Background: an optimization exercise with open tools, aiming at small area, a short achievable clock period and few clock cycles per item. Do not read the settings as production practice. Where RTL was checked, it was by simulation tests only, not by an equivalence proof against the original. Only the layout flow was run in runs 1, 2 and 4; the RTL was not checked for function there.

**flow/design.v**
```verilog
module ldsdk_divc #(
    parameter integer N = 8,
    parameter integer D = 3
) (
    input  wire         neg,
    input  wire [N-1:0] x,
    output wire [N-1:0] q,
    output wire [D-1:0] r
);
    wire [D-1:0] st [0:N];
    assign st[N] = neg ? ({{(D-1){1'b0}}, 1'b1} << (D - 1)) : {{(D-1){1'b0}}, 1'b1};
    genvar i, j;
    generate
        for (i = N - 1; i >= 0; i = i - 1) begin : g_bit
            wire [D-1:0] cur = st[i+1];
            wire [D-1:0] nxt;
            wire [D-1:0] qterm;
            for (j = 0; j < D; j = j + 1) begin : g_st
                localparam integer R0 = ((j % 2) == 0) ? (j / 2) : ((j + D) / 2);
                localparam integer R1 = ((j % 2) == 1) ? ((j - 1) / 2) : ((j + D - 1) / 2);
                assign nxt[j] = x[i] ? cur[R1] : cur[R0];
                assign qterm[j] = (2 * j >= D) ? cur[j] :
                                  (2 * j + 1 >= D) ? (cur[j] & x[i]) : 1'b0;
            end
            assign q[i] = |qterm;
            assign st[i] = nxt;
        end
    endgenerate
    assign r = st[0];
endmodule
module ldsdk_pll #(
    parameter integer P_TICKS   = 240000,
    parameter integer REF_POINT = 1000,
    parameter integer TC        = 10,
    parameter integer K_CLIP    = 2,
    parameter integer G_LEAD    = 3,
    parameter integer G_CLIP    = 1,
    parameter integer G_INT     = 24,
    parameter integer SCALE     = 5,
    parameter integer TRIM_BITS = 10
) (
    input  wire                 clk,
    input  wire                 rst,
    input  wire                 in_valid,
    output wire                 in_ready,
    input  wire [15:0]          in_fn,
    input  wire [31:0]          in_t,
    input  wire                 in_wait_sync,
    input  wire                 in_sf_valid,
    input  wire [15:0]          in_sf_frame,
    output reg                  done,
    output reg                  start,
    output reg  [TRIM_BITS-1:0] trim_out,
    output reg                  sat,
    output wire [31:0]          phase,
    output wire [31:0]          err,
    output reg  [15:0]          last_fn,
    output wire [31:0]          last_fts,
    output reg                  fault
);
    function [32:0] add_rc;
        input [31:0] a;
        input [31:0] b;
        input        cin;
        integer i;
        reg c;
        begin
            c = cin;
            for (i = 0; i < 32; i = i + 1) begin
                add_rc[i] = a[i] ^ b[i] ^ c;
                c = (a[i] & b[i]) | (a[i] & c) | (b[i] & c);
            end
            add_rc[32] = c;
        end
    endfunction
    function [32:0] add_pf;
        input [31:0] a;
        input [31:0] b;
        input        cin;
        integer i, l, s;
        reg [31:0] g, p, gg, pp, g2, p2;
        begin
            g = a & b;
            p = a ^ b;
            gg = g;
            pp = p;
            gg[0] = g[0] | (p[0] & cin);
            for (l = 0; l < 5; l = l + 1) begin
                g2 = gg;
                p2 = pp;
                for (i = 0; i < 32; i = i + 1) begin
                    if (((i >> l) & 1) == 1) begin
                        s = ((i >> l) << l) - 1;
                        g2[i] = gg[i] | (pp[i] & gg[s]);
                        p2[i] = pp[i] & pp[s];
                    end
                end
                gg = g2;
                pp = p2;
            end
            add_pf[0] = p[0] ^ cin;
            for (i = 1; i < 32; i = i + 1)
                add_pf[i] = p[i] ^ gg[i-1];
            add_pf[32] = gg[31];
        end
    endfunction
    function ge_u;
        input [39:0] a;
        input [39:0] b;
        integer i;
        reg r;
        begin
            r = 1'b1;
            for (i = 0; i < 40; i = i + 1)
                r = (a[i] & ~b[i]) | (~(a[i] ^ b[i]) & r);
            ge_u = r;
        end
    endfunction
    assign in_ready = 1'b1;
    reg        v1;
    reg [31:0] t1;
    reg [15:0] fn1;
    reg        g1;
    always @(posedge clk) begin
        v1  <= !rst && in_valid;
        t1  <= in_t;
        fn1 <= in_fn;
        g1  <= in_wait_sync && (!in_sf_valid || (in_sf_frame == in_fn));
    end
    wire [24:0] th = t1[31:7];
    wire [6:0]  tl = t1[6:0];
    wire [7:0]  tlp_c = add_rc({25'd0, tl}, 32'd24, 1'b0);
    wire [6:0]  tlp = tlp_c[6:0];
    wire        bw  = !tlp_c[7];
    wire [12:0] rs_a, rs_b;
wire cs_1 = th[0] ^ th[11] ^ !th[14];
wire cs_2 = (th[0] & th[11]) | (th[0] & !th[14]) | (th[11] & !th[14]);
wire cs_3 = th[1] ^ th[12] ^ !th[14];
wire cs_4 = (th[1] & th[12]) | (th[1] & !th[14]) | (th[12] & !th[14]);
wire cs_5 = !th[17] ^ th[20];
wire cs_6 = !th[17] & th[20];
wire cs_7 = th[2] ^ th[11] ^ th[13];
wire cs_8 = (th[2] & th[11]) | (th[2] & th[13]) | (th[11] & th[13]);
wire cs_9 = th[15] ^ !th[18] ^ th[21];
wire cs_10 = (th[15] & !th[18]) | (th[15] & th[21]) | (!th[18] & th[21]);
wire cs_11 = !th[22] ^ !th[23];
wire cs_12 = !th[22] & !th[23];
wire cs_13 = th[3] ^ th[11] ^ th[12];
wire cs_14 = (th[3] & th[11]) | (th[3] & th[12]) | (th[11] & th[12]);
wire cs_15 = !th[14] ^ th[15] ^ !th[16];
wire cs_16 = (!th[14] & th[15]) | (!th[14] & !th[16]) | (th[15] & !th[16]);
wire cs_17 = !th[19] ^ !th[23] ^ !th[24];
wire cs_18 = (!th[19] & !th[23]) | (!th[19] & !th[24]) | (!th[23] & !th[24]);
wire cs_19 = th[4] ^ th[12] ^ th[13];
wire cs_20 = (th[4] & th[12]) | (th[4] & th[13]) | (th[12] & th[13]);
wire cs_21 = th[15] ^ !th[16] ^ !th[17];
wire cs_22 = (th[15] & !th[16]) | (th[15] & !th[17]) | (!th[16] & !th[17]);
wire cs_23 = th[5] ^ th[11] ^ th[13];
wire cs_24 = (th[5] & th[11]) | (th[5] & th[13]) | (th[11] & th[13]);
wire cs_25 = !th[14] ^ th[15];
wire cs_26 = !th[14] & th[15];
wire cs_27 = th[6] ^ th[12] ^ !th[14];
wire cs_28 = (th[6] & th[12]) | (th[6] & !th[14]) | (th[12] & !th[14]);
wire cs_29 = th[15] ^ !th[16] ^ !th[18];
wire cs_30 = (th[15] & !th[16]) | (th[15] & !th[18]) | (!th[16] & !th[18]);
wire cs_31 = !th[19] ^ th[20];
wire cs_32 = !th[19] & th[20];
wire cs_33 = th[7] ^ th[11] ^ th[13];
wire cs_34 = (th[7] & th[11]) | (th[7] & th[13]) | (th[11] & th[13]);
wire cs_35 = !th[14] ^ !th[17] ^ !th[19];
wire cs_36 = (!th[14] & !th[17]) | (!th[14] & !th[19]) | (!th[17] & !th[19]);
wire cs_37 = th[20] ^ th[21] ^ !th[23];
wire cs_38 = (th[20] & th[21]) | (th[20] & !th[23]) | (th[21] & !th[23]);
wire cs_39 = th[8] ^ th[12] ^ !th[14];
wire cs_40 = (th[8] & th[12]) | (th[8] & !th[14]) | (th[12] & !th[14]);
wire cs_41 = th[15] ^ !th[18] ^ th[20];
wire cs_42 = (th[15] & !th[18]) | (th[15] & th[20]) | (!th[18] & th[20]);
wire cs_43 = th[21] ^ !th[24];
wire cs_44 = th[21] & !th[24];
wire cs_45 = th[9] ^ th[13] ^ th[15];
wire cs_46 = (th[9] & th[13]) | (th[9] & th[15]) | (th[13] & th[15]);
wire cs_47 = cs_1 ^ th[15] ^ !th[16];
wire cs_48 = (cs_1 & th[15]) | (cs_1 & !th[16]) | (th[15] & !th[16]);
wire cs_49 = cs_3 ^ cs_5 ^ th[21];
wire cs_50 = (cs_3 & cs_5) | (cs_3 & th[21]) | (cs_5 & th[21]);
wire cs_51 = !th[22] ^ !th[23];
wire cs_52 = !th[22] & !th[23];
wire cs_53 = cs_7 ^ cs_9 ^ cs_11;
wire cs_54 = (cs_7 & cs_9) | (cs_7 & cs_11) | (cs_9 & cs_11);
wire cs_55 = !th[24] ^ cs_4 ^ cs_6;
wire cs_56 = (!th[24] & cs_4) | (!th[24] & cs_6) | (cs_4 & cs_6);
wire cs_57 = cs_13 ^ cs_15 ^ cs_17;
wire cs_58 = (cs_13 & cs_15) | (cs_13 & cs_17) | (cs_15 & cs_17);
wire cs_59 = cs_8 ^ cs_10 ^ cs_12;
wire cs_60 = (cs_8 & cs_10) | (cs_8 & cs_12) | (cs_10 & cs_12);
wire cs_61 = cs_19 ^ cs_21 ^ !th[24];
wire cs_62 = (cs_19 & cs_21) | (cs_19 & !th[24]) | (cs_21 & !th[24]);
wire cs_63 = cs_14 ^ cs_16 ^ cs_18;
wire cs_64 = (cs_14 & cs_16) | (cs_14 & cs_18) | (cs_16 & cs_18);
wire cs_65 = cs_23 ^ cs_25 ^ !th[17];
wire cs_66 = (cs_23 & cs_25) | (cs_23 & !th[17]) | (cs_25 & !th[17]);
wire cs_67 = !th[18] ^ cs_20 ^ cs_22;
wire cs_68 = (!th[18] & cs_20) | (!th[18] & cs_22) | (cs_20 & cs_22);
wire cs_69 = cs_27 ^ cs_29 ^ cs_31;
wire cs_70 = (cs_27 & cs_29) | (cs_27 & cs_31) | (cs_29 & cs_31);
wire cs_71 = !th[22] ^ cs_24 ^ cs_26;
wire cs_72 = (!th[22] & cs_24) | (!th[22] & cs_26) | (cs_24 & cs_26);
wire cs_73 = cs_33 ^ cs_35 ^ cs_37;
wire cs_74 = (cs_33 & cs_35) | (cs_33 & cs_37) | (cs_35 & cs_37);
wire cs_75 = cs_28 ^ cs_30 ^ cs_32;
wire cs_76 = (cs_28 & cs_30) | (cs_28 & cs_32) | (cs_30 & cs_32);
wire cs_77 = cs_39 ^ cs_41 ^ cs_43;
wire cs_78 = (cs_39 & cs_41) | (cs_39 & cs_43) | (cs_41 & cs_43);
wire cs_79 = cs_34 ^ cs_36 ^ cs_38;
wire cs_80 = (cs_34 & cs_36) | (cs_34 & cs_38) | (cs_36 & cs_38);
wire cs_81 = cs_45 ^ !th[19] ^ th[21];
wire cs_82 = (cs_45 & !th[19]) | (cs_45 & th[21]) | (!th[19] & th[21]);
wire cs_83 = cs_40 ^ cs_42 ^ cs_44;
wire cs_84 = (cs_40 & cs_42) | (cs_40 & cs_44) | (cs_42 & cs_44);
wire cs_85 = cs_47 ^ th[20];
wire cs_86 = cs_47 & th[20];
wire cs_87 = cs_49 ^ cs_51 ^ cs_2;
wire cs_88 = (cs_49 & cs_51) | (cs_49 & cs_2) | (cs_51 & cs_2);
wire cs_89 = cs_53 ^ cs_55 ^ cs_50;
wire cs_90 = (cs_53 & cs_55) | (cs_53 & cs_50) | (cs_55 & cs_50);
wire cs_91 = cs_57 ^ cs_59 ^ cs_54;
wire cs_92 = (cs_57 & cs_59) | (cs_57 & cs_54) | (cs_59 & cs_54);
wire cs_93 = cs_61 ^ cs_63 ^ cs_58;
wire cs_94 = (cs_61 & cs_63) | (cs_61 & cs_58) | (cs_63 & cs_58);
wire cs_95 = cs_65 ^ cs_67 ^ cs_62;
wire cs_96 = (cs_65 & cs_67) | (cs_65 & cs_62) | (cs_67 & cs_62);
wire cs_97 = cs_69 ^ cs_71 ^ cs_66;
wire cs_98 = (cs_69 & cs_71) | (cs_69 & cs_66) | (cs_71 & cs_66);
wire cs_99 = cs_73 ^ cs_75 ^ cs_70;
wire cs_100 = (cs_73 & cs_75) | (cs_73 & cs_70) | (cs_75 & cs_70);
wire cs_101 = cs_77 ^ cs_79 ^ cs_74;
wire cs_102 = (cs_77 & cs_79) | (cs_77 & cs_74) | (cs_79 & cs_74);
wire cs_103 = cs_81 ^ cs_83 ^ cs_78;
wire cs_104 = (cs_81 & cs_83) | (cs_81 & cs_78) | (cs_83 & cs_78);
wire cs_105 = th[10] ^ cs_46 ^ cs_82;
wire cs_106 = (th[10] & cs_46) | (th[10] & cs_82) | (cs_46 & cs_82);
wire cs_107 = cs_85 ^ !th[22];
wire cs_108 = cs_85 & !th[22];
wire cs_109 = cs_87 ^ cs_48 ^ cs_86;
wire cs_110 = (cs_87 & cs_48) | (cs_87 & cs_86) | (cs_48 & cs_86);
wire cs_111 = cs_89 ^ cs_52 ^ cs_88;
wire cs_112 = (cs_89 & cs_52) | (cs_89 & cs_88) | (cs_52 & cs_88);
wire cs_113 = cs_91 ^ cs_56 ^ cs_90;
wire cs_114 = (cs_91 & cs_56) | (cs_91 & cs_90) | (cs_56 & cs_90);
wire cs_115 = cs_93 ^ cs_60 ^ cs_92;
wire cs_116 = (cs_93 & cs_60) | (cs_93 & cs_92) | (cs_60 & cs_92);
wire cs_117 = cs_95 ^ cs_64 ^ cs_94;
wire cs_118 = (cs_95 & cs_64) | (cs_95 & cs_94) | (cs_64 & cs_94);
wire cs_119 = cs_97 ^ cs_68 ^ cs_96;
wire cs_120 = (cs_97 & cs_68) | (cs_97 & cs_96) | (cs_68 & cs_96);
wire cs_121 = cs_99 ^ cs_72 ^ cs_98;
wire cs_122 = (cs_99 & cs_72) | (cs_99 & cs_98) | (cs_72 & cs_98);
wire cs_123 = cs_101 ^ cs_76 ^ cs_100;
wire cs_124 = (cs_101 & cs_76) | (cs_101 & cs_100) | (cs_76 & cs_100);
wire cs_125 = cs_103 ^ cs_80 ^ cs_102;
wire cs_126 = (cs_103 & cs_80) | (cs_103 & cs_102) | (cs_80 & cs_102);
wire cs_127 = cs_105 ^ cs_84 ^ cs_104;
wire cs_128 = (cs_105 & cs_84) | (cs_105 & cs_104) | (cs_84 & cs_104);
assign rs_a = {1'b0, cs_106, cs_127, cs_125, cs_123, cs_121, cs_119, cs_117, cs_115, cs_113, cs_111, cs_109, cs_107};
assign rs_b = {1'b0, cs_128, cs_126, cs_124, cs_122, cs_120, cs_118, cs_116, cs_114, cs_112, cs_110, cs_108, !bw};
    wire [12:0] rs = add_pf({19'd0, rs_a}, {19'd0, rs_b}, 1'b0);
    wire k1 = ge_u({27'd0, rs}, 3269) || (tlp[6] && (rs == 13'd3268));
    wire k2 = ge_u({27'd0, rs}, 5144) || (tlp[6] && (rs == 13'd5143));
    wire k3 = ge_u({27'd0, rs}, 7019) || (tlp[6] && (rs == 13'd7018));
    wire km = !(ge_u({27'd0, rs}, 1394) || (tlp[6] && (rs == 13'd1393)));
    wire [10:0] kc = km ? 11'd1592 : k3 ? 11'd236 : k2 ? 11'd63 : k1 ? 11'd1938 : 11'd1765;
    wire [10:0] ph_hi = add_rc({21'd0, rs[10:0]}, {21'd0, kc}, 1'b0);
    reg        v2;
    reg [17:0] ph2;      
    reg [24:0] th2;
    reg [15:0] fn2;
    reg        g2;
    always @(posedge clk) begin
        v2  <= !rst && v1;
        ph2 <= v1 ? {ph_hi, tlp} : 18'd0;
        th2 <= th;
        fn2 <= fn1;
        g2  <= g1;
    end
    reg [21:0] lpr;      
    reg [17:0] qr;       
    reg        ir;       
    reg        nzr;      
    reg [25:0] u_q;      
    reg [2:0]  v_q;
    reg [4:0]  r_q;
    reg        flt;      
    reg        sz;
    wire [21:0] lpr_z = sz ? 22'd0 : lpr;
    wire [17:0] qr_z  = sz ? 18'd0 : qr;
    wire        ir_z  = !sz && ir;
    wire [25:0] u_z   = sz ? 26'd0 : u_q;
    wire [2:0]  v_z   = sz ? 3'd0 : v_q;
    wire [4:0]  r_z   = sz ? 5'd0 : r_q;
    wire        flt_z = !sz && flt;
    wire [21:0] ph2x = {{4{ph2[17]}}, ph2};
    wire [21:0] qnx  = ~{{4{qr_z[17]}}, qr_z};
    wire [21:0] l_s  = lpr_z ^ qnx ^ ph2x;
    wire [21:0] l_c  = (lpr_z & qnx) | (lpr_z & ph2x) | (qnx & ph2x);
    wire [21:0] lp   = add_pf({10'd0, l_s}, {10'd0, l_c[20:0], !ir_z}, 1'b0);
    wire [19:0] q10b;
    wire [4:0]  r10;
    ldsdk_divc #(.N(20), .D(5)) u_d10 (.neg(lp[21]), .x(lp[20:1]), .q(q10b), .r(r10));
    wire nz10 = !r10[0] || lp[0];
    wire [13:0] y3q;
    wire [2:0]  y3r;
    ldsdk_divc #(.N(14), .D(3)) u_y3 (.neg(ph2[17]), .x(ph2[16:3]), .q(y3q), .r(y3r));
    wire [13:0] y5q;
    wire [4:0]  y5r;
    ldsdk_divc #(.N(14), .D(5)) u_y5 (.neg(ph2[17]), .x(y3q), .q(y5q), .r(y5r));
    wire [2:0] pb = {y5r[4], y5r[3] | y5r[2], y5r[3] | y5r[1]};
    wire [1:0] r3 = {y3r[2], y3r[1]};
    wire [4:0] pc = {r3, ph2[2:0]};
    wire [5:0] rr = add_rc({27'd0, r_z}, {27'd0, pc}, 1'b0);
    wire       cr = rr[5] || (rr[4] && rr[3]);                  
    wire [4:0] rn = cr ? add_rc({27'd0, rr[4:0]}, 32'd8, 1'b0) : rr[4:0];    
    wire [3:0] vv = add_rc({29'd0, v_z}, {29'd0, pb}, cr);
    wire       cv = vv[3] || (vv[2] && (vv[1] || vv[0]));       
    wire [2:0] vn = cv ? add_rc({29'd0, vv[2:0]}, 32'd3, 1'b0) : vv[2:0];    
    wire [11:0] u_hi  = u_z[25:14];
    wire [11:0] u_hp1 = add_rc({20'd0, u_hi}, 32'd1, 1'b0);
    wire [11:0] u_hp2 = add_rc({20'd0, u_hi}, 32'd2, 1'b0);
    wire [11:0] u_hm1 = add_rc({20'd0, u_hi}, 32'hFFFFFFFF, 1'b0);
    wire [11:0] u_hm2 = add_rc({20'd0, u_hi}, 32'hFFFFFFFE, 1'b0);
    wire [14:0] un_lo = add_pf({18'd0, u_z[13:0]}, {18'd0, y5q[13:0]}, cv);
    wire        un_up = un_lo[14] && !ph2[17];       
    wire        un_dn = !un_lo[14] && ph2[17];       
    wire [11:0] un_hi = un_up ? u_hp1 : un_dn ? u_hm1 : u_hi;
    wire [25:0] un = {un_hi, un_lo[13:0]};
    wire [11:0] hmax = 12'd1092;
    wire [11:0] hmin = 12'hBBB;         
    wire [21:0] lo_n = {un_lo[13:0], vn, rn};
    wire lo_gt = ge_u({18'd0, lo_n}, {14'd4369, 3'd0, 5'd8});
    wire lo_lt = !ge_u({18'd0, lo_n}, {14'd12014, 3'd4, 5'd16});
    wire gt_p = ge_u({28'd0, u_hp1 ^ 12'h800}, (hmax + 12'd1) ^ 12'h800);
    wire gt_0 = ge_u({28'd0, u_hi  ^ 12'h800}, (hmax + 12'd1) ^ 12'h800);
    wire gt_m = ge_u({28'd0, u_hm1 ^ 12'h800}, (hmax + 12'd1) ^ 12'h800);
    wire lt_p = !ge_u({28'd0, u_hp1 ^ 12'h800}, hmin ^ 12'h800);
    wire lt_0 = !ge_u({28'd0, u_hi  ^ 12'h800}, hmin ^ 12'h800);
    wire lt_m = !ge_u({28'd0, u_hm1 ^ 12'h800}, hmin ^ 12'h800);
    wire eqx_p = (u_hp1 == hmax), eqx_0 = (u_hi == hmax), eqx_m = (u_hm1 == hmax);
    wire eqn_p = (u_hp1 == hmin), eqn_0 = (u_hi == hmin), eqn_m = (u_hm1 == hmin);
    wire h_gt  = un_up ? gt_p  : un_dn ? gt_m  : gt_0;
    wire h_lt  = un_up ? lt_p  : un_dn ? lt_m  : lt_0;
    wire h_eqx = un_up ? eqx_p : un_dn ? eqx_m : eqx_0;
    wire h_eqn = un_up ? eqn_p : un_dn ? eqn_m : eqn_0;
    wire it_ovf = h_gt || (h_eqx && lo_gt) || h_lt || (h_eqn && lo_lt);
    wire        bw2 = ph2[6] || ph2[5] || (ph2[4] && ph2[3]);
    wire [24:0] fts_n = add_rc({7'd0, th2}, {7'd0, ~{{14{ph2[17]}}, ph2[17:7]}}, !bw2);
    always @(posedge clk) begin
        if (rst)
            sz <= 1'b1;
        else if (v2)
            sz <= 1'b0;
    end
    always @(posedge clk) begin
        u_q <= un;
        v_q <= vn;
        r_q <= rn;
        if (v2) begin
            lpr <= lp;
            qr  <= {lp[21], q10b[16:0]};
            ir  <= lp[21] && nz10;
            nzr <= nz10;
            flt <= flt_z || it_ovf;
        end
    end
    reg        v3;
    reg        pw3;      
    reg        ok3;      
    reg [17:0] ph3;
    reg [24:0] fts3;
    reg [15:0] fn3;
    reg        g3;
    always @(posedge clk) begin
        v3   <= !rst && v2;
        pw3  <= !flt_z;
        ok3  <= !flt_z && !it_ovf;
        ph3  <= ph2;
        fts3 <= fts_n;
        fn3  <= fn2;
        g3   <= g2;
    end
    wire [16:0] a3q;
    wire [2:0]  a3r;
    ldsdk_divc #(.N(17), .D(3)) u_a3 (.neg(qr[17]), .x(qr[16:0]), .q(a3q), .r(a3r));
    wire [16:0] a5q;
    wire [4:0]  a5r;
    ldsdk_divc #(.N(17), .D(5)) u_a5 (.neg(qr[17]), .x(a3q), .q(a5q), .r(a5r));
    wire [13:0] al3 = a5q[13:0];
    wire [2:0]  r53 = {a5r[4], a5r[3] | a5r[2], a5r[3] | a5r[1]};
    wire n23 = qr[17] && (!a3r[0] || nzr);
    wire n1 = u_q[25] && (r_q != 5'd0);
    wire [2:0] cl2  = ph3[17] ? 3'd0 : (ph3 != 18'd0) ? 3'd4 : 3'd2;
    wire [3:0] sg_a = add_rc({29'd0, r53}, {29'd0, v_q}, n1);
    wire [3:0] sg2  = add_rc({28'd0, sg_a}, {29'd0, cl2}, n23);
    wire [14:0] p_lo = add_pf({18'd0, u_q[13:0]}, {18'd0, al3}, 1'b0);
    wire        p_up = p_lo[14] && !al3[13];
    wire        p_dn = !p_lo[14] && al3[13];
    wire [11:0] p_hi = p_up ? u_hp1 : p_dn ? u_hm1 : u_hi;
    wire p_hneg  = p_hi[11];
    wire p_hz    = (p_hi == 12'd0);
    wire p_hm1   = (p_hi == 12'hFFF);
    wire p_lones = (p_lo[13:2] == 12'hFFF);
    wire p_lzero = (p_lo[13:2] == 12'd0);
    wire p_z     = p_hz && p_lzero && (p_lo[1:0] == 2'd0);
    wire p_m1    = p_hm1 && p_lones && (p_lo[1:0] == 2'd3);
    wire p_m2    = p_hm1 && p_lones && (p_lo[1:0] == 2'd2);
    wire sg_lt0  = !ge_u({36'd0, sg2}, 2);
    wire sg_lt5  = !ge_u({36'd0, sg2}, 7);
    wire sg_lt10 = !ge_u({36'd0, sg2}, 12);
    wire s_neg   = p_z ? sg_lt0 : p_m1 ? sg_lt5 : p_m2 ? sg_lt10 : p_hneg;
    reg [2:0] dd;
    always @* begin
        case ({s_neg, sg2})
            5'h00, 5'h01:                      dd = 3'b111;
            5'h02, 5'h03, 5'h04, 5'h05, 5'h06: dd = 3'd0;
            5'h07, 5'h08, 5'h09, 5'h0A, 5'h0B: dd = 3'd1;
            5'h0C, 5'h0D, 5'h0E, 5'h0F:        dd = 3'd2;
            5'h10, 5'h11, 5'h12:               dd = 3'd0;
            5'h13, 5'h14, 5'h15, 5'h16, 5'h17: dd = 3'd1;
            5'h18, 5'h19, 5'h1A, 5'h1B, 5'h1C: dd = 3'd2;
            default:                           dd = 3'd3;
        endcase
    end
    wire [2:0]  e_l2  = add_rc({30'd0, p_lo[1:0]}, {30'd0, dd[1:0]}, 1'b0);
    wire        e_c2  = e_l2[2] && !dd[2];               
    wire        e_b2  = !e_l2[2] && dd[2];               
    wire [12:0] e_mi  = add_rc({20'd0, p_lo[13:2]}, 32'd1, 1'b0);
    wire [12:0] e_md  = add_rc({20'd0, p_lo[13:2]}, 32'h00000FFF, 1'b0);
    wire [11:0] e_mid = e_c2 ? e_mi[11:0] : e_b2 ? e_md[11:0] : p_lo[13:2];
    wire        e_ci  = e_c2 && p_lones;                 
    wire        e_bi  = e_b2 && p_lzero;                 
    wire        k_p2  = p_up && e_ci;
    wire        k_p1  = (p_up && !e_ci && !e_bi) || (!p_up && !p_dn && e_ci);
    wire        k_m1  = (p_dn && !e_ci && !e_bi) || (!p_up && !p_dn && e_bi);
    wire        k_m2  = p_dn && e_bi;
    wire [11:0] e_hi  = k_p2 ? u_hp2 : k_p1 ? u_hp1 : k_m1 ? u_hm1 : k_m2 ? u_hm2 : u_hi;
    wire [25:0] e     = {e_hi, e_mid, e_l2[1:0]};
    wire e_hi_s = !e[25] && ge_u({14'd0, e}, 513);           
    wire e_lo_s = e[25] && !ge_u({14'd0, e}, 26'h3FFFE01);   
    wire [9:0] e_neg = add_rc({22'd0, ~e[9:0]}, 32'd0, 1'b1);
    reg [17:0] phase_q;
    reg [25:0] err_q;
    reg [24:0] fts_q;
    reg        fts_w;
    assign phase    = {{14{phase_q[17]}}, phase_q};
    assign err      = {{6{err_q[25]}}, err_q};
    assign last_fts = {fts_q, fts_w, fts_w, 1'b0, fts_w, 3'b000};
    always @(posedge clk) begin
        if (rst) begin
            done     <= 1'b0;
            start    <= 1'b0;
            trim_out <= {TRIM_BITS{1'b0}};
            sat      <= 1'b0;
            phase_q  <= 18'd0;
            err_q    <= 26'd0;
            last_fn  <= 16'd0;
            fts_q    <= 25'd0;
            fts_w    <= 1'b0;
            fault    <= 1'b0;
        end else begin
            done  <= v3;
            start <= v3 && ok3 && g3;
            if (v3) begin
                fault <= !ok3;
                if (pw3) phase_q <= ph3;
                if (ok3) begin
                    err_q    <= e;
                    sat      <= e_hi_s || e_lo_s;
                    trim_out <= e_lo_s ? 10'h1FF : e_hi_s ? 10'h200 : e_neg;
                    last_fn  <= fn3;
                    fts_q    <= fts3;
                    fts_w    <= 1'b1;
                end
            end
        end
    end
endmodule
```
**flow/constraint.sdc**
```tcl
create_clock -name core_clock -period 70.0 [get_ports {clk}]
set_input_delay 14.0000 -clock core_clock [delete_from_list [all_inputs] [get_ports {clk}]]
set_output_delay 14.0000 -clock core_clock [all_outputs]
set_load 0.01 [all_outputs]
```
**flow/config.mk**
```make
export PLATFORM = sky130hd
export DESIGN_NAME = ldsdk_pll
export DESIGN_NICKNAME = ldsdk_pll
export VERILOG_FILES = /design/flow/design.v
export SDC_FILE = /design/flow/constraint.sdc
export NUM_CORES = 4
export LEC_CHECK = 0
export ABC_AREA = 1
export CAP_MARGIN = 20
export CORE_MARGIN = 2
export CORE_UTILIZATION = 70
export CTS_CLUSTER_DIAMETER = 80
export CTS_CLUSTER_SIZE = 18
export PLACE_DENSITY = 0.85
export SLEW_MARGIN = 20
```
**flow/standard.sh**
```bash
#!/bin/bash
# synth_recipe.tcl (not shown) runs the flow's synth.tcl, then flattens the netlist and writes it again
# the make line also repeats each setting of config.mk as NAME=value (left out here)
make -C /OpenROAD-flow-scripts/flow DESIGN_CONFIG=/design/flow/config.mk WORK_HOME=/design/flow/orfs CLKGATE_MAP_FILE= SYNTH_SCRIPT=/design/flow/synth_recipe.tcl "${@:-finish}"
```
**flow/flow/run.sh**
```bash
#!/bin/bash
bash standard.sh "BUFFER_PORTS_ARGS=-buffer_cell sky130_fd_sc_hd__buf_1" finish > standard_flow.log 2>&1
```
==> summary.md, run 1 <==
| Metric | Value |
|---|---|
| Status | complete, no violations |
| Crit-path max FO | 16 |
| RSZ-0062 raised after global routing | false |
| Worst Hold Slack | 0.327 ns |
| RR Endpoint | trim_out[9] |
| Most frequent cells in the layout | nand2_1 (703), inv_1 (534), dfxtp_1 (308) |
| Setup violators final | 0 |
| Critical setup path kind | register to output port |
| Cts repair resizes | 0 |
| N_diodes | 0 |
| WL final | 64600 um |
| Port bufs | 190 |
| Syn avg cell area | 7.64 um^2 |
| Synthesized area | 23800 um^2 |
| # Max-Cap Violations | 0 |
| Vias in the first global route | 20500 |
| First-pass GRT wire length | 103000 um |
| Most common cell after layout, fill and taps aside | nand2_1 |
| Achievable Freq | 0.0645 GHz |
| Slowest-stage cell, CP | dfxtp_1 |
| Inst Count DP | 3679 |
| Drt pass-1 iters | 6 |
| Setup TNS | 0 ns |
| Post-DRT Antenna Nets | 0 |
| Worst setup EP type | output port |
| Largest cells by area after synthesis | dfxtp_1 (26%), fa_1 (12%), nand2_1 (11%) |
| Pin count of the biggest net entering global routing | 73 |
| CP peak stage delay | 0.69 ns |
| Clock latency (worst-skew pair) | 0.57 ns |
| Worst-margin pin slew | 0.873 ns |
| Min-Delay Startpoint | fn2[0] |
| Cts hold-fix bufs | 0 |
| Area leader, netlist | dfxtp_1 |
| Slew Viols, Final | 0 |
| GPL Wtd Cong | 0.955 |
| Delay-heaviest family, CP | flip-flops |
| Crit path buf inv count | 1 |
| Warnings, synthesis | 6 |
| Crit start category | register |
| HPWL after DPL | 51400 um |
| R2r startpoint | qr[17] |
| Vias per inst | 5.78 |
| Wirelength per Cell | 17.4 um |
| DR vias | 21500 |
| Post-layout min period | 15.50 ns |
| WHS Endpoint | fn3[0] |
| Clk root buf | clkbuf_16 |
| Layout Nets | 3625 |
| R2R cell count | 77 |
| Main flop type after synthesis | dfxtp_1 |
| Setup bufs post-CTS | 0 |
| Die area | 35400 um^2 |
| DRC Markers | 0 |
| Non-filler cells, final | 3717 |
| Sequential element share of the synthesized area | 31.3% |
| Worst clock skew | 0.0299 ns |
| Hold Fails Final Rpt | 0 |
| Gr ovfl total | 0 |
| Number of synthesized flops with an enable pin | 42 |
| Rel. slew slack | 41.7% |
| I/O pin cnt | 196 |
| Initial antenna violation count | 0 |
| Cell chain of the critical path | buf_1 |
| Crit path arrival time | 1.50 ns |
| Unique cell type count in the Yosys netlist | 70 |
| Synth Register Bits | 351 |
| Area Growth Syn to Fin | 7.28% |
| All-Layer GR Usage | 35.9% |
| Die W | 188 um |
| Tcrit/Tclk final | 22.1% |
| Row cnt | 67 |
| Die height | 188 um |
| Area share of the largest cell type after synthesis | 26.0% |
| Worst hold path class | register to register |
| TritonCTS sink count | 351 |
| Cells after Synth | 3112 |
| TritonCTS clock tree | done |
| R2R setup slack | 56.44 ns |
| Layout cell share with drive strength beyond 1 | 3.30% |
| TritonCTS buffer count | 27 |
| Longest Clk Path Bufs | 3 |
| Ys async rst share | 0% |
| Core ar. | 33400 um^2 |
| Min-Delay Path Depth | 0 |
| Clock slew at reported path FFs | 0.08 ns |
| H-Tree Level Count | 1 |
| Starting Density | 71.1% |
| CP required | 56.00 ns |
| DRT iter0 DRCs | 1676 |
worst max-delay path by stage:
| stage | slack (ns) | cells past startpoint | to | startpoint |
|---|---|---|---|---|
| 2_1_floorplan | 54.75 | 6 | err_q[25] | rst |
| 3_3_place_gp | 54.44 | 6 | trim_out[6] | rst |
| 3_5_place_dp | 54.39 | 6 | trim_out[5] | rst |
| 4_1_cts | 54.49 | 1 | phase[23] | phase_q[17] |
| 5_1_grt | 54.42 | 1 | phase[23] | phase_q[17] |
| 6_report | 54.50 | 1 | phase[23] | phase_q[17] |
synthesized netlist by cell type (5+ instances only):
cell	number
a21o_1	9
a21oi_1	71
a221oi_1	6
a31oi_1	8
a32o_1	35
buf_1	5
buf_2	10
buf_4	31
clkbuf_1	32
dfxtp_1	309
edfxtp_1	42
fa_1	141
ha_1	155
inv_1	534
inv_2	11
mux2i_1	12
nand2_1	703
nand2_2	12
nand3_1	277
nand3b_1	6
nand4_1	20
nor2_1	192
nor2_2	5
nor3_1	19
nor4_1	16
o211ai_1	8
o21a_1	5
o21ai_0	216
o21ai_1	60
o21ai_2	6
o221ai_1	14
o41ai_1	5
or2_1	6
or2_2	12
xnor2_1	27
xor2_1	34
state kept, by name, indices dropped and copies added, names as in the netlist, 18 cells and up:
register / count
t1: 32
th2: 25
err_q: 26
lpr: 21
fts_q: 25
ph3: 18
phase_q: 18
qr: 18
ph2: 18
fts3: 25
u_q: 26
per-stage QoR:
| stage | setup slack, ns | cell area (um^2) | utilization [%] |
|---|---|---|---|
| after floorplan | 54.75 | 23800 | - |
| after global placement | 54.44 | 24700 | 73.8 |
| after detailed placement | 54.39 | 24700 | 73.8 |
| after CTS | 54.49 | 25500 | 76.2 |
| after global routing | 54.42 | 25500 | 76.2 |
| final | 54.50 | 25500 | 76.2 |
routing by layer:
layer	wire, um	vias to the layer above	track usage (%)
li1	-	10300	-
met1	25900	10100	45.2
met2	31500	913	63.2
met3	4310	167	4.41
met4	2800	0	13.6
met5	0	-	0
layout make-up:
class	instances	area [um^2]
Clock inverter	9	144
Timing Repair Buffer	195	751
Tap cell	448	561
Clock buffer	29	683
Inverter	550	2070
Multi-Input combinational cell	2135	13800
Sequential cell	351	7450
Fill cell	2439	7950
logic make-up after synthesis:
group / Yosys count / synth area share [%]
and+or+nand+nor: 1285 / 23.2
buffers and inverters: 629 / 10.5
AOI/OAI and AO/OA: 475 / 12.0
DFF: 351 / 31.3
adders and majority gates: 296 / 20.0
xor gates and xnor gates: 62 / 2.36
muxes: 12 / 0.505
other: 2 / 0.0316
==> run 2, diff against run 1 <==
==> flow/flow/run.sh (replaced) <==
#!/bin/bash
# The standard layout (standard.sh) with two changes:
#  - synthesis maps the combinational logic with flow/abc_nf.script, an
#    area-oriented ABC script (&nf with relaxed delay), in place of ORFS's
#    abc_area.script; everything else in synthesis is synth_recipe.tcl as is
#    (synth -nofsm -noshare, flatten, renames; registers untouched by ABC)
#  - the port buffers are sky130_fd_sc_hd__buf_1
# Each tool's full output stays in orfs/logs/; make's output goes to
# standard_flow.log.
set -e
here=$(pwd)
{
  echo "proc abc {args} {"
  echo "  set i [lsearch -exact \$args -script]"
  echo "  if {\$i >= 0} { lset args [expr {\$i + 1}] $here/flow/abc_nf.script }"
  echo "  yosys abc {*}\$args"
  echo "}"
  cat synth_recipe.tcl
} > synth_abc_nf.tcl
bash standard.sh "SYNTH_SCRIPT=$here/synth_abc_nf.tcl" \
  "BUFFER_PORTS_ARGS=-buffer_cell sky130_fd_sc_hd__buf_1" finish > standard_flow.log 2>&1
==> flow/flow/abc_nf.script (new file) <==
strash
&get -n
&fraig -x
&put
dc2
strash
&get -n
&dch -f
&nf -R 1000 -p
&put
buffer -c
topo
stime -c
upsize -c
dnsize -c
--- a/flow/config.mk
+++ b/flow/config.mk
@@ -8,8 +8,7 @@
 export ABC_AREA = 1
 export CAP_MARGIN = 20
 export CORE_MARGIN = 2
-export CORE_UTILIZATION = 70
+export CORE_UTILIZATION = 40
 export CTS_CLUSTER_DIAMETER = 80
 export CTS_CLUSTER_SIZE = 18
-export PLACE_DENSITY = 0.85
 export SLEW_MARGIN = 20
==> summary.md, run 2 <==
| Metric | Value |
|---|---|
| Sequential element share of the synthesized area | 32.8% (+1.5 points) |
| Critical setup path kind | register to register |
| Setup bufs post-CTS | 0 (unchanged) |
| Filler instances | 5506 (+130%) |
| Die W | 242 um (+29%) |
| Most frequent cells in the layout | dfxtp_1 (307), inv_1 (293), nand2_1 (265) |
| Initial antenna violation count | 0 (unchanged) |
| Setup TNS | 0 ns (unchanged) |
| M1 wire length | 26000 um (+0.12%) |
| Cell mode on critical path | a21oi_1 |
| Clock slew at reported path FFs | 0.08 ns (about the same) |
| All-Layer GR Usage | 18.9% (-17 points) |
| FF/Latch Area | 7450 um^2 (about the same) |
| Final Cell Area | 24700 um^2 (-3.2%) |
| Synth top cells by count | dfxtp_1 (309), inv_1 (293), nand2_1 (265), nor2_1 (226), a21oi_1 (200) |
| Register bank with the most flops | t1 |
| DRT iter0 DRCs | 1178 (-30%) |
| CP required | 70.51 ns (+14.51 ns) |
| TritonCTS buffer count | 27 (unchanged) |
| DR top layer | met4 |
| Starting Density | 40.3% (-31 points) |
| Rel. slew slack | 36.0% (-5.7 points) |
| Cells after Synth | 2592 (-17%) |
| Synthesized area | 22700 um^2 (-4.6%) |
| Core ar. | 56300 um^2 (+68%) |
| Biggest registers after layout | t1: 32 flops, err_q: 26 flops, u_q: 26 flops |
| Pre-CTS setup slack | 54.11 ns (-0.280 ns) |
| DR vias | 17700 (-18%) |
| N_diodes | 0 (unchanged) |
| Post-DRT Antenna Nets | 0 (unchanged) |
| TritonCTS clock tree | done |
| Drt pass-1 iters | 7 (+1) |
| Synth Register Bits | 351 (unchanged) |
| Worst-margin pin slew | 0.959 ns (+0.0857 ns) |
| HPWL after DPL | 45400 um (-12%) |
| Syn avg cell area | 8.75 um^2 (+15%) |
| Pin count of the biggest net entering global routing | 53 (-27%) |
| Most common cell after layout, fill and taps aside | dfxtp_1 |
| Achievable Freq | 0.0627 GHz (-2.8%) |
| Max FFs per register | 32 (unchanged) |
| Tcrit/Tclk final | 22.8% (+0.64 points) |
| # Max-Cap Violations | 0 (unchanged) |
| Wirelength per Cell | 16.2 um (-6.8%) |
| Layout cell share with drive strength beyond 1 | 4.13% (+0.82 points) |
| Multi-input combinational cell area | 13600 um^2 (-1.9%) |
| Crit path arrival time | 16.46 ns (+14.96 ns) |
| Clk root buf | clkbuf_16 |
| Worst clock skew | 0.0183 ns (-0.0116 ns) |
| Hold Fails Final Rpt | 0 (unchanged) |
| Number of synthesized flops with an enable pin | 42 (unchanged) |
| Slowest-stage cell, CP | nor2b_1 |
| Post-layout min period | 15.95 ns (+0.446 ns) |
| Delay-heaviest family, CP | compound AO/OA/AOI/OAI gates |
| Worst Hold Slack | 0.325 ns (-0.00203 ns) |
| Vias per inst | 5.10 (-12%) |
| Post-route setup slack | 54.05 ns (-0.446 ns) |
| Die height | 242 um (+29%) |
| Cts repair resizes | 0 (unchanged) |
| Wire length on met3 | 1980 um (-54%) |
| Crit path buf inv count | 5 (+4) |
| Status | complete, no violations |
| TritonCTS sink count | 351 (unchanged) |
| Main flop type after synthesis | dfxtp_1 |
| Clock latency (worst-skew pair) | 0.57 ns (about the same) |
| Placed cell areas | 23900 um^2 (-3.2%) |
| Worst setup EP type | register |
| Crit-path max FO | 19 (+3) |
| Longest Clk Path Bufs | 3 (unchanged) |
| Gr ovfl total | 0 (unchanged) |
| Warnings, synthesis | 6 (unchanged) |
| Largest cells by area after synthesis | dfxtp_1 (27%), fa_1 (12%), ha_1 (8.5%) |
| Die area | 58600 um^2 (+65%) |
| Layout Nets | 3067 (-15%) |
| Cts hold-fix bufs | 0 (unchanged) |
| RSZ-0062 raised after global routing | false |
| DR WL met2 | 26900 um (-15%) |
| GPL Wtd Cong | 0.916 (-4.1%) |
| Area share of the largest cell type after synthesis | 27.3% (+1.2 points) |
| Setup violators final | 0 (unchanged) |
| Worst hold path class | register to register |
| Row cnt | 87 (+30%) |
| Area Growth Syn to Fin | 8.82% |
| First-pass GRT wire length | 90500 um (-12%) |
| DRC Markers | 0 (unchanged) |
| Vias in the first global route | 17300 (-16%) |
| I/O pin cnt | 196 (unchanged) |
| H-Tree Level Count | 1 (unchanged) |
| Area leader, netlist | dfxtp_1 |
| Crit start category | register |
| Top-count cell post-synth | dfxtp_1 |
| Unique cell type count in the Yosys netlist | 70 (unchanged) |
| Ys async rst share | 0% (unchanged) |
| Port bufs | 190 (unchanged) |
| WL final | 56200 um (-13%) |
| Slew Viols, Final | 0 (unchanged) |
| CP peak stage delay | 0.77 ns (+0.08 ns) |
[run 2: cell types whose count changed after synthesis, moves of 50 or more]
cell	change
a21oi_1	+129
a22o_1	+50
nand3_1	-235
nand2_1	-438
inv_1	-241
nand2b_1	+73
o21ai_0	-87
nor2b_1	+77
[run 2: final cells by class]
type                    instances  area share, %
clock buffers                  31           2.80
clock inverters                 9          0.405
inverters                     297           4.52
multi-input cells            1825           55.0
flip-flops and latches        351           30.2
well taps                     756           3.83
repair buffers                200           3.25
[run 2: routing by layer]
layer | global-route usage, % | vias up
li1 | - | 8875
met1 | 25.5 | 8382
met2 | 32.5 | 364
met3 | 1.78 | 77
met4 | 4.67 | 0
met5 | 0 | -
[run 2: kinds of logic after synthesis]
logic type,Yosys count,synth area share [%]
DFF,351,32.8
xor gates and xnor gates,66,2.55
and+or+nand+nor,813,16.9
other,2,0.0331
buffers and inverters,419,7.44
adders and majority gates,296,21.0
AOI/OAI and AO/OA,559,15.3
muxes,86,3.95
[run 2: path summary, 6_finish.rpt]
path / endpoint / slack, ns / depth (start not counted) / start
worst min register to register: fn3[11] / 0.33 / 0 / fn2[11]
worst max-delay path: trim_out[9] / 54.05 / 69 / qr[17]
worst max register to register: trim_out[9] / 54.05 / 69 / qr[17]
worst min-delay path: fn3[11] / 0.33 / 0 / fn2[11]
[run 2: worst reg2reg max path: cells and delay by family, from the launching register on]
kind / cells / cell delay, ns
compound gates: 29 / 5.79
simple gates: 25 / 5.68
fa+ha+maj: 5 / 1.74
mux: 4 / 1.38
buf+inv: 5 / 0.61
flops: 1 / 0.49
xor+xnor: 1 / 0.22
[run 2: metrics by stage]
step                      instances  utilization (%)
after floorplan                2595                -
after global placement         3428             42.4
after detailed placement       3429             42.5
after CTS                      3469             43.9
after global routing           3469             43.9
final                          3469             43.9
==> run 3, diff against run 2 <==
--- a/flow/design.v
+++ b/flow/design.v
@@ -285,7 +285,6 @@
     reg [21:0] lpr;      
     reg [17:0] qr;       
     reg        ir;       
-    reg        nzr;      
     reg [25:0] u_q;      
     reg [2:0]  v_q;
     reg [4:0]  r_q;
@@ -307,6 +306,13 @@
     wire [4:0]  r10;
     ldsdk_divc #(.N(20), .D(5)) u_d10 (.neg(lp[21]), .x(lp[20:1]), .q(q10b), .r(r10));
     wire nz10 = !r10[0] || lp[0];
+    wire [16:0] a3q;
+    wire [2:0]  a3r;
+    ldsdk_divc #(.N(17), .D(3)) u_a3 (.neg(lp[21]), .x(q10b[16:0]), .q(a3q), .r(a3r));
+    wire [16:0] a5q;
+    wire [4:0]  a5r;
+    ldsdk_divc #(.N(17), .D(5)) u_a5 (.neg(lp[21]), .x(a3q), .q(a5q), .r(a5r));
+    wire n2 = lp[21] && (!a3r[0] || nz10);
     wire [13:0] y3q;
     wire [2:0]  y3r;
     ldsdk_divc #(.N(14), .D(3)) u_y3 (.neg(ph2[17]), .x(ph2[16:3]), .q(y3q), .r(y3r));
@@ -366,7 +372,6 @@
             lpr <= lp;
             qr  <= {lp[21], q10b[16:0]};
             ir  <= lp[21] && nz10;
-            nzr <= nz10;
             flt <= flt_z || it_ovf;
         end
     end
@@ -377,6 +382,9 @@
     reg [24:0] fts3;
     reg [15:0] fn3;
     reg        g3;
+    reg [13:0] al3;      
+    reg [2:0]  r53;      
+    reg        n23;      
     always @(posedge clk) begin
         v3   <= !rst && v2;
         pw3  <= !flt_z;
@@ -385,21 +393,15 @@
         fts3 <= fts_n;
         fn3  <= fn2;
         g3   <= g2;
+        al3  <= a5q[13:0];
+        r53  <= {a5r[4], a5r[3] | a5r[2], a5r[3] | a5r[1]};
+        n23  <= n2;
     end
-    wire [16:0] a3q;
-    wire [2:0]  a3r;
-    ldsdk_divc #(.N(17), .D(3)) u_a3 (.neg(qr[17]), .x(qr[16:0]), .q(a3q), .r(a3r));
-    wire [16:0] a5q;
-    wire [4:0]  a5r;
-    ldsdk_divc #(.N(17), .D(5)) u_a5 (.neg(qr[17]), .x(a3q), .q(a5q), .r(a5r));
-    wire [13:0] al3 = a5q[13:0];
-    wire [2:0]  r53 = {a5r[4], a5r[3] | a5r[2], a5r[3] | a5r[1]};
-    wire n23 = qr[17] && (!a3r[0] || nzr);
     wire n1 = u_q[25] && (r_q != 5'd0);
     wire [2:0] cl2  = ph3[17] ? 3'd0 : (ph3 != 18'd0) ? 3'd4 : 3'd2;
     wire [3:0] sg_a = add_rc({29'd0, r53}, {29'd0, v_q}, n1);
     wire [3:0] sg2  = add_rc({28'd0, sg_a}, {29'd0, cl2}, n23);
-    wire [14:0] p_lo = add_pf({18'd0, u_q[13:0]}, {18'd0, al3}, 1'b0);
+    wire [14:0] p_lo = add_rc({18'd0, u_q[13:0]}, {18'd0, al3}, 1'b0);
     wire        p_up = p_lo[14] && !al3[13];
     wire        p_dn = !p_lo[14] && al3[13];
     wire [11:0] p_hi = p_up ? u_hp1 : p_dn ? u_hm1 : u_hi;
--- a/flow/config.mk
+++ b/flow/config.mk
@@ -8,7 +8,8 @@
 export ABC_AREA = 1
 export CAP_MARGIN = 20
 export CORE_MARGIN = 2
-export CORE_UTILIZATION = 40
+export CORE_UTILIZATION = 70
 export CTS_CLUSTER_DIAMETER = 80
 export CTS_CLUSTER_SIZE = 18
+export PLACE_DENSITY = 0.85
 export SLEW_MARGIN = 20
==> summary.md, run 3 <==
| Metric | Value |
|---|---|
| Status | complete, no violations |
| CP required | 56.00 ns (-14.51 ns) |
| Cts hold-fix bufs | 0 (unchanged) |
| Main flop type after synthesis | dfxtp_1 |
| All-Layer GR Usage | 32.5% (+14 points) |
| Crit start category | register |
| Slowest-stage cell, CP | dfxtp_1 |
| Rel. slew slack | 37.6% (+1.7 points) |
| Die area | 33400 um^2 (-43%) |
| Area share of the largest cell type after synthesis | 29.3% (+2.0 points) |
| Syn avg cell area | 9.34 um^2 (+6.7%) |
| Starting Density | 71.0% (+31 points) |
| N_diodes | 0 (unchanged) |
| Critical setup path kind | register to output port |
| Cell chain of the critical path | buf_1 |
| Die W | 183 um (-25%) |
| Post-DRT Antenna Nets | 0 (unchanged) |
| Non-filler cells, final | 2931 (-16%) |
| Post-layout min period | 15.43 ns (-0.518 ns) |
| CP peak stage delay | 0.66 ns (-0.11 ns) |
| Crit path arrival time | 1.43 ns (-15.03 ns) |
| Die height | 183 um (-25%) |
| TritonCTS buffer count | 25 (-7.4%) |
| Area Growth Syn to Fin | 6.86% |
| TritonCTS sink count | 368 (+4.8%) |
| DRC Markers | 0 (unchanged) |
| Setup violators final | 0 (unchanged) |
| DR top layer | met5 |
| Vias per inst | 5.86 (+15%) |
| Port bufs | 190 (unchanged) |
| GPL Wtd Cong | 0.942 (+2.9%) |
| Top-count cell post-synth | dfxtp_1 |
| Max FFs per register | 32 (unchanged) |
| Unique cell type count in the Yosys netlist | 83 (+19%) |
| HPWL after DPL | 42000 um (-7.5%) |
| H-Tree Level Count | 1 (unchanged) |
| Crit path buf inv count | 1 (-4) |
| Core ar. | 31500 um^2 (-44%) |
| DR WL met2 | 25700 um (-4.6%) |
| Sequential element share of the synthesized area | 34.8% (+2.0 points) |
| Final Cell Area | 23900 um^2 (-3.2%) |
| Layout cell share with drive strength beyond 1 | 4.86% (+0.74 points) |
| Largest cells by area after synthesis | dfxtp_1 (29%), fa_1 (13%), ha_1 (7.9%) |
| Post-route setup slack | 54.57 ns (+0.518 ns) |
| Wirelength per Cell | 18.5 um (+14%) |
| Register bank with the most flops | t1 |
| Wire length on met3 | 3620 um (+83%) |
| # Max-Cap Violations | 0 (unchanged) |
| Longest Clk Path Bufs | 3 (unchanged) |
| Clock slew at reported path FFs | 0.07 ns (about the same) |
| Biggest registers after layout | t1: 32 flops, err_q: 26 flops, u_q: 26 flops |
| Delay-heaviest family, CP | flip-flops |
| Most common cell after layout, fill and taps aside | dfxtp_1 |
| Hold Fails Final Rpt | 0 (unchanged) |
| CP Depth | 1 (-99%) |
| R2R cell count | 61 (-12%) |
| Min-Delay Path Depth | 0 (unchanged) |
| DR vias | 17200 (-3.0%) |
| Setup bufs post-CTS | 0 (unchanged) |
| Filler instances | 2131 (-61%) |
| Gr ovfl total | 0 (unchanged) |
| Worst clock skew | 0.0159 ns (-0.00240 ns) |
| Row cnt | 65 (-25%) |
| Cells after Synth | 2393 (-7.7%) |
| Synth top cells by count | dfxtp_1 (327), inv_1 (321), nand2_1 (198), nor2_1 (162), fa_1 (150) |
| Placed cell areas | 23100 um^2 (-3.2%) |
| Layout Nets | 2882 (-6.0%) |
| Warnings, synthesis | 6 (unchanged) |
| WL final | 54200 um (-3.6%) |
| Pin count of the biggest net entering global routing | 53 (unchanged) |
| Pre-CTS setup slack | 54.33 ns (+0.217 ns) |
| Number of synthesized flops with an enable pin | 41 (-2.4%) |
| Initial antenna violation count | 1 (+1) |
| Setup TNS | 0 ns (unchanged) |
| Clock latency (worst-skew pair) | 0.56 ns (about the same) |
| Worst-margin pin slew | 0.936 ns (-0.0229 ns) |
| I/O pin cnt | 196 (unchanged) |
| Synthesized area | 22400 um^2 (-1.5%) |
| Worst hold path class | register to register |
| Area leader, netlist | dfxtp_1 |
| Inst Count DP | 2895 (-16%) |
| RSZ-0062 raised after global routing | false |
| Cts repair resizes | 0 (unchanged) |
| Achievable Freq | 0.0648 GHz (+3.4%) |
| DRT iter0 DRCs | 1187 (+0.76%) |
| Slew Viols, Final | 0 (unchanged) |
| Synth Register Bits | 368 (+4.8%) |
| Ys async rst share | 0% (unchanged) |
| M1 wire length | 22600 um (-13%) |
| Vias in the first global route | 17200 (-0.23%) |
| First-pass GRT wire length | 86800 um (-4.2%) |
| Tcrit/Tclk final | 22.0% (-0.74 points) |
| Clk root buf | clkbuf_16 |
| TritonCTS clock tree | done |
| Most frequent cells in the layout | dfxtp_1 (325), inv_1 (321), nand2_1 (198) |
| Crit-path max FO | 16 (-3) |
| Worst setup EP type | output port |
| Drt pass-1 iters | 5 (-2) |
-- run 3: layout make-up --
class / instances / area [um^2] / area share (%)
Clock inverter: 5 / 51.3 / 0.215
Sequential cell: 368 / 7780 / 32.6
Multi-Input combinational cell: 1598 / 12800 / 53.7
Tap cell: 402 / 503 / 2.11
Clock buffer: 29 / 662 / 2.77
Inverter: 329 / 1230 / 5.17
Timing Repair Buffer: 200 / 822 / 3.44
-- run 3: per-stage QoR --
stage                     hold slack, ns  utilization (%)
final                              0.329             75.9
after global placement             0.310             73.5
after global routing               0.334             75.9
after floorplan                    0.310                -
after CTS                          0.329             75.7
after detailed placement           0.312             73.5
-- run 3: cell families (layout without fill, tap and decap cells) --
| family | after synthesis | count (layout) | synth area share, % |
|---|---|---|---|
| buf+inv | 430 | 563 | 7.91 |
| compound gates | 445 | 445 | 12.9 |
| flops | 368 | 368 | 34.8 |
| xor+xnor | 62 | 62 | 2.46 |
| fa+ha+maj | 291 | 291 | 21.3 |
| simple gates | 666 | 666 | 14.5 |
| mux | 129 | 129 | 6.09 |
| other cells | 2 | 5 | 0.0336 |
-- run 3: path summary, 6_finish.rpt --
check | to | from | slack (ns)
worst max register to register | flt | ph2[17] | 57.22
worst min register to register | g3 | g2 | 0.33
worst max-delay path | phase[18] | phase_q[17] | 54.57
worst min-delay path | g3 | g2 | 0.33
-- run 3: per-layer routing --
layer  track usage, %  up-vias
met5                0        -
met4             13.1        2
met3             4.65      135
met2             54.7      631
met1             42.4     8210
li1                 -     8190
Testbench counts of run 3, summed over its fixed seeds: cycles 3,224, items 3,200.
==> run 4, diff against run 3 <==
--- a/flow/design.v
+++ b/flow/design.v
@@ -277,7 +277,7 @@
     reg        g2;
     always @(posedge clk) begin
         v2  <= !rst && v1;
-        ph2 <= v1 ? {ph_hi, tlp} : 18'd0;
+        ph2 <= {ph_hi, tlp};
         th2 <= th;
         fn2 <= fn1;
         g2  <= g1;
@@ -289,19 +289,11 @@
     reg [2:0]  v_q;
     reg [4:0]  r_q;
     reg        flt;      
-    reg        sz;
-    wire [21:0] lpr_z = sz ? 22'd0 : lpr;
-    wire [17:0] qr_z  = sz ? 18'd0 : qr;
-    wire        ir_z  = !sz && ir;
-    wire [25:0] u_z   = sz ? 26'd0 : u_q;
-    wire [2:0]  v_z   = sz ? 3'd0 : v_q;
-    wire [4:0]  r_z   = sz ? 5'd0 : r_q;
-    wire        flt_z = !sz && flt;
     wire [21:0] ph2x = {{4{ph2[17]}}, ph2};
-    wire [21:0] qnx  = ~{{4{qr_z[17]}}, qr_z};
-    wire [21:0] l_s  = lpr_z ^ qnx ^ ph2x;
-    wire [21:0] l_c  = (lpr_z & qnx) | (lpr_z & ph2x) | (qnx & ph2x);
-    wire [21:0] lp   = add_pf({10'd0, l_s}, {10'd0, l_c[20:0], !ir_z}, 1'b0);
+    wire [21:0] qnx  = ~{{4{qr[17]}}, qr};
+    wire [21:0] l_s  = lpr ^ qnx ^ ph2x;
+    wire [21:0] l_c  = (lpr & qnx) | (lpr & ph2x) | (qnx & ph2x);
+    wire [21:0] lp   = add_pf({10'd0, l_s}, {10'd0, l_c[20:0], !ir}, 1'b0);
     wire [19:0] q10b;
     wire [4:0]  r10;
     ldsdk_divc #(.N(20), .D(5)) u_d10 (.neg(lp[21]), .x(lp[20:1]), .q(q10b), .r(r10));
@@ -322,18 +314,18 @@
     wire [2:0] pb = {y5r[4], y5r[3] | y5r[2], y5r[3] | y5r[1]};
     wire [1:0] r3 = {y3r[2], y3r[1]};
     wire [4:0] pc = {r3, ph2[2:0]};
-    wire [5:0] rr = add_rc({27'd0, r_z}, {27'd0, pc}, 1'b0);
+    wire [5:0] rr = add_rc({27'd0, r_q}, {27'd0, pc}, 1'b0);
     wire       cr = rr[5] || (rr[4] && rr[3]);                  
     wire [4:0] rn = cr ? add_rc({27'd0, rr[4:0]}, 32'd8, 1'b0) : rr[4:0];    
-    wire [3:0] vv = add_rc({29'd0, v_z}, {29'd0, pb}, cr);
+    wire [3:0] vv = add_rc({29'd0, v_q}, {29'd0, pb}, cr);
     wire       cv = vv[3] || (vv[2] && (vv[1] || vv[0]));       
     wire [2:0] vn = cv ? add_rc({29'd0, vv[2:0]}, 32'd3, 1'b0) : vv[2:0];    
-    wire [11:0] u_hi  = u_z[25:14];
+    wire [11:0] u_hi  = u_q[25:14];
     wire [11:0] u_hp1 = add_rc({20'd0, u_hi}, 32'd1, 1'b0);
     wire [11:0] u_hp2 = add_rc({20'd0, u_hi}, 32'd2, 1'b0);
     wire [11:0] u_hm1 = add_rc({20'd0, u_hi}, 32'hFFFFFFFF, 1'b0);
     wire [11:0] u_hm2 = add_rc({20'd0, u_hi}, 32'hFFFFFFFE, 1'b0);
-    wire [14:0] un_lo = add_pf({18'd0, u_z[13:0]}, {18'd0, y5q[13:0]}, cv);
+    wire [14:0] un_lo = add_pf({18'd0, u_q[13:0]}, {18'd0, y5q[13:0]}, cv);
     wire        un_up = un_lo[14] && !ph2[17];       
     wire        un_dn = !un_lo[14] && ph2[17];       
     wire [11:0] un_hi = un_up ? u_hp1 : un_dn ? u_hm1 : u_hi;
@@ -359,20 +351,25 @@
     wire        bw2 = ph2[6] || ph2[5] || (ph2[4] && ph2[3]);
     wire [24:0] fts_n = add_rc({7'd0, th2}, {7'd0, ~{{14{ph2[17]}}, ph2[17:7]}}, !bw2);
     always @(posedge clk) begin
-        if (rst)
-            sz <= 1'b1;
-        else if (v2)
-            sz <= 1'b0;
-    end
-    always @(posedge clk) begin
-        u_q <= un;
-        v_q <= vn;
-        r_q <= rn;
-        if (v2) begin
+        if (rst) begin
+            lpr <= 22'd0;
+            qr  <= 18'd0;
+            ir  <= 1'b0;
+            u_q <= 26'd0;
+            v_q <= 3'd0;
+            r_q <= 5'd0;
+            flt <= 1'b0;
+        end else if (v2 && !flt) begin
             lpr <= lp;
             qr  <= {lp[21], q10b[16:0]};
             ir  <= lp[21] && nz10;
-            flt <= flt_z || it_ovf;
+            if (it_ovf) begin
+                flt <= 1'b1;
+            end else begin
+                u_q <= un;
+                v_q <= vn;
+                r_q <= rn;
+            end
         end
     end
     reg        v3;
@@ -384,11 +381,11 @@
     reg        g3;
     reg [13:0] al3;      
     reg [2:0]  r53;      
-    reg        n23;      
+    reg        n23;
     always @(posedge clk) begin
         v3   <= !rst && v2;
-        pw3  <= !flt_z;
-        ok3  <= !flt_z && !it_ovf;
+        pw3  <= !flt;
+        ok3  <= !flt && !it_ovf;
         ph3  <= ph2;
         fts3 <= fts_n;
         fn3  <= fn2;
--- a/flow/config.mk
+++ b/flow/config.mk
@@ -8,8 +8,7 @@
 export ABC_AREA = 1
 export CAP_MARGIN = 20
 export CORE_MARGIN = 2
-export CORE_UTILIZATION = 70
+export CORE_UTILIZATION = 40
 export CTS_CLUSTER_DIAMETER = 80
 export CTS_CLUSTER_SIZE = 18
-export PLACE_DENSITY = 0.85
 export SLEW_MARGIN = 20
==> summary.md, run 4 <==
| Metric | Value |
|---|---|
| Status | complete, no violations |
| Pin count of the biggest net entering global routing | 79 (+49%) |
| Setup violators final | 0 (unchanged) |
| Crit-path max FO | 16 (unchanged) |
| Biggest registers after layout | t1: 32 flops, err_q: 26 flops, u_q: 26 flops |
| Wirelength per Cell | 16.1 um (-13%) |
| Register bank with the most flops | t1 |
| Crit path buf inv count | 1 (unchanged) |
| Clk root buf | clkbuf_16 |
| Port bufs | 190 (unchanged) |
| Cts hold-fix bufs | 0 (unchanged) |
| TritonCTS buffer count | 27 (+8.0%) |
| Die height | 242 um (+32%) |
| Clock latency (worst-skew pair) | 0.59 ns (+0.03 ns) |
| Area share of the largest cell type after synthesis | 32.5% (+3.3 points) |
| TritonCTS clock tree | done |
| Area Growth Syn to Fin | 8.81% |
| CP peak stage delay | 0.64 ns (-0.02 ns) |
| Cell chain of the critical path | buf_1 |
| Cts repair resizes | 0 (unchanged) |
| DR WL met2 | 26500 um (+3.3%) |
| Hold Fails Final Rpt | 0 (unchanged) |
| Wire length on met3 | 1770 um (-51%) |
| Worst-margin pin slew | 0.979 ns (+0.0431 ns) |
| Vias per inst | 5.03 (-14%) |
| DRC Markers | 0 (unchanged) |
| Layout cell share with drive strength beyond 1 | 5.52% (+0.66 points) |
| Largest cells by area after synthesis | dfxtp_1 (33%), fa_1 (13%), ha_1 (7.9%) |
| Achievable Freq | 0.0648 GHz (about the same) |
| Slowest-stage cell, CP | dfxtp_1 |
| Slew Viols, Final | 0 (unchanged) |
| Worst setup EP type | output port |
| M1 wire length | 25400 um (+12%) |
| Crit path arrival time | 1.43 ns (about the same) |
| DR vias | 17100 (-0.51%) |
| DR top layer | met5 |
| Number of synthesized flops with an enable pin | 0 (-100%) |
| Core ar. | 56100 um^2 (+78%) |
| Drt pass-1 iters | 5 (unchanged) |
| H-Tree Level Count | 1 (unchanged) |
| # Max-Cap Violations | 0 (unchanged) |
| DRT iter0 DRCs | 879 (-26%) |
| Crit start category | register |
| N_diodes | 0 (unchanged) |
| Warnings, synthesis | 6 (unchanged) |
| Setup TNS | 0 ns (unchanged) |
| I/O pin cnt | 196 (unchanged) |
| Initial antenna violation count | 1 (unchanged) |
| Synth Register Bits | 367 (-0.27%) |
| Critical setup path kind | register to output port |
| Filler instances | 5512 (+160%) |
| Synthesized area | 22600 um^2 (+1.0%) |
| Die area | 58400 um^2 (+75%) |
| Longest Clk Path Bufs | 3 (unchanged) |
| GPL Wtd Cong | 0.908 (-3.6%) |
| Delay-heaviest family, CP | flip-flops |
| Rel. slew slack | 34.7% (-2.9 points) |
| Clock slew at reported path FFs | 0.08 ns (about the same) |
| First-pass GRT wire length | 89400 um (+3.0%) |
| Main flop type after synthesis | dfxtp_1 |
| Max FFs per register | 32 (unchanged) |
| Worst hold path class | register to register |
| Area leader, netlist | dfxtp_1 |
| RSZ-0062 raised after global routing | false |
| Syn avg cell area | 8.95 um^2 (-4.1%) |
| Synth top cells by count | dfxtp_1 (367), inv_1 (331), nor2_1 (234), nand2_1 (187), a21oi_1 (160) |
run 4: logic make-up after synthesis:
| group | Yosys count | share of synthesized area, % |
|---|---|---|
| adders and majority gates | 293 | 21.2 |
| muxes | 136 | 6.28 |
| and+or+nand+nor | 669 | 13.7 |
| other | 2 | 0.0333 |
| DFF | 367 | 32.5 |
| buffers and inverters | 464 | 8.32 |
| xor gates and xnor gates | 65 | 2.55 |
| AOI/OAI and AO/OA | 526 | 15.3 |
run 4: area by class of cell:
| type | count | area (um^2) | share of cell area, % |
|---|---|---|---|
| Multi-Input combinational cell | 1694 | 13400 | 54.5 |
| Sequential cell | 367 | 7350 | 29.9 |
| Inverter | 342 | 1280 | 5.23 |
| Tap cell | 756 | 946 | 3.85 |
| Timing Repair Buffer | 201 | 800 | 3.25 |
| Clock buffer | 30 | 697 | 2.84 |
| Clock inverter | 9 | 100 | 0.407 |
run 4: per-layer routing:
metal,GRT usage (%),vias to the layer above
met5,0,-
met4,4.68,2
met3,2.10,62
met2,32.1,265
met1,25.0,8155
li1,-,8597
run 4: final timing paths:
kind,cells after the start,startpoint,end,slack [ns]
max reg2reg,68,ph2[17],u_q[25],54.67
min reg2reg,0,fn2[14],fn3[14],0.33
min,0,fn2[14],fn3[14],0.33
max,1,phase_q[17],phase[18],54.57
run 4: per-stage QoR:
step / utilization (%) / instances / hold slack, ns / setup slack [ns]
2_1_floorplan: - / 2525 / 0.310 / 54.99
3_3_place_gp: 42.4 / 3360 / 0.311 / 54.29
3_5_place_dp: 42.4 / 3360 / 0.312 / 54.30
4_1_cts: 43.8 / 3399 / 0.328 / 54.51
5_1_grt: 43.8 / 3399 / 0.330 / 53.39
6_report: 43.8 / 3399 / 0.328 / 54.57

## what the ideal ports hide
No port has a modelled driver above. Below, the same layouts with a new extraction and two added sets of constraints. Step 1 (the two cells are an assumption about what drives the block):
set clk [get_ports {clk}]
set_driving_cell -lib_cell sky130_fd_sc_hd__clkbuf_16 $clk
set_driving_cell -lib_cell sky130_fd_sc_hd__buf_2 [delete_from_list [all_inputs] $clk]
Step 2 moves the port delays by t, midway between the first and last clock arrival at a register: inputs arrive t later, outputs are due t later. That takes back most of the time a late clock gives input paths. Three values: ideal ports, drivers, drivers and shift; two values: the first two.
run	shift t [ns]	setup slack, ns	worst data-port slew with drivers (ns)	cell pins on the clock port's net
run 1	0.609	54.497 / 54.446 / 54.322	0.06	1
run 2	0.620	54.051 / 54.051 / 54.051	0.05	1
run 3	0.611	54.568 / 54.512 / 54.271	0.12	1
run 4	0.648	54.567 / 54.501 / 54.288	0.05	1
After both steps setup and hold are still met in every run listed. For run 3, which loses most, drivers alone change the setup slack by -0.056 ns; drivers and shift together by -0.297 ns.
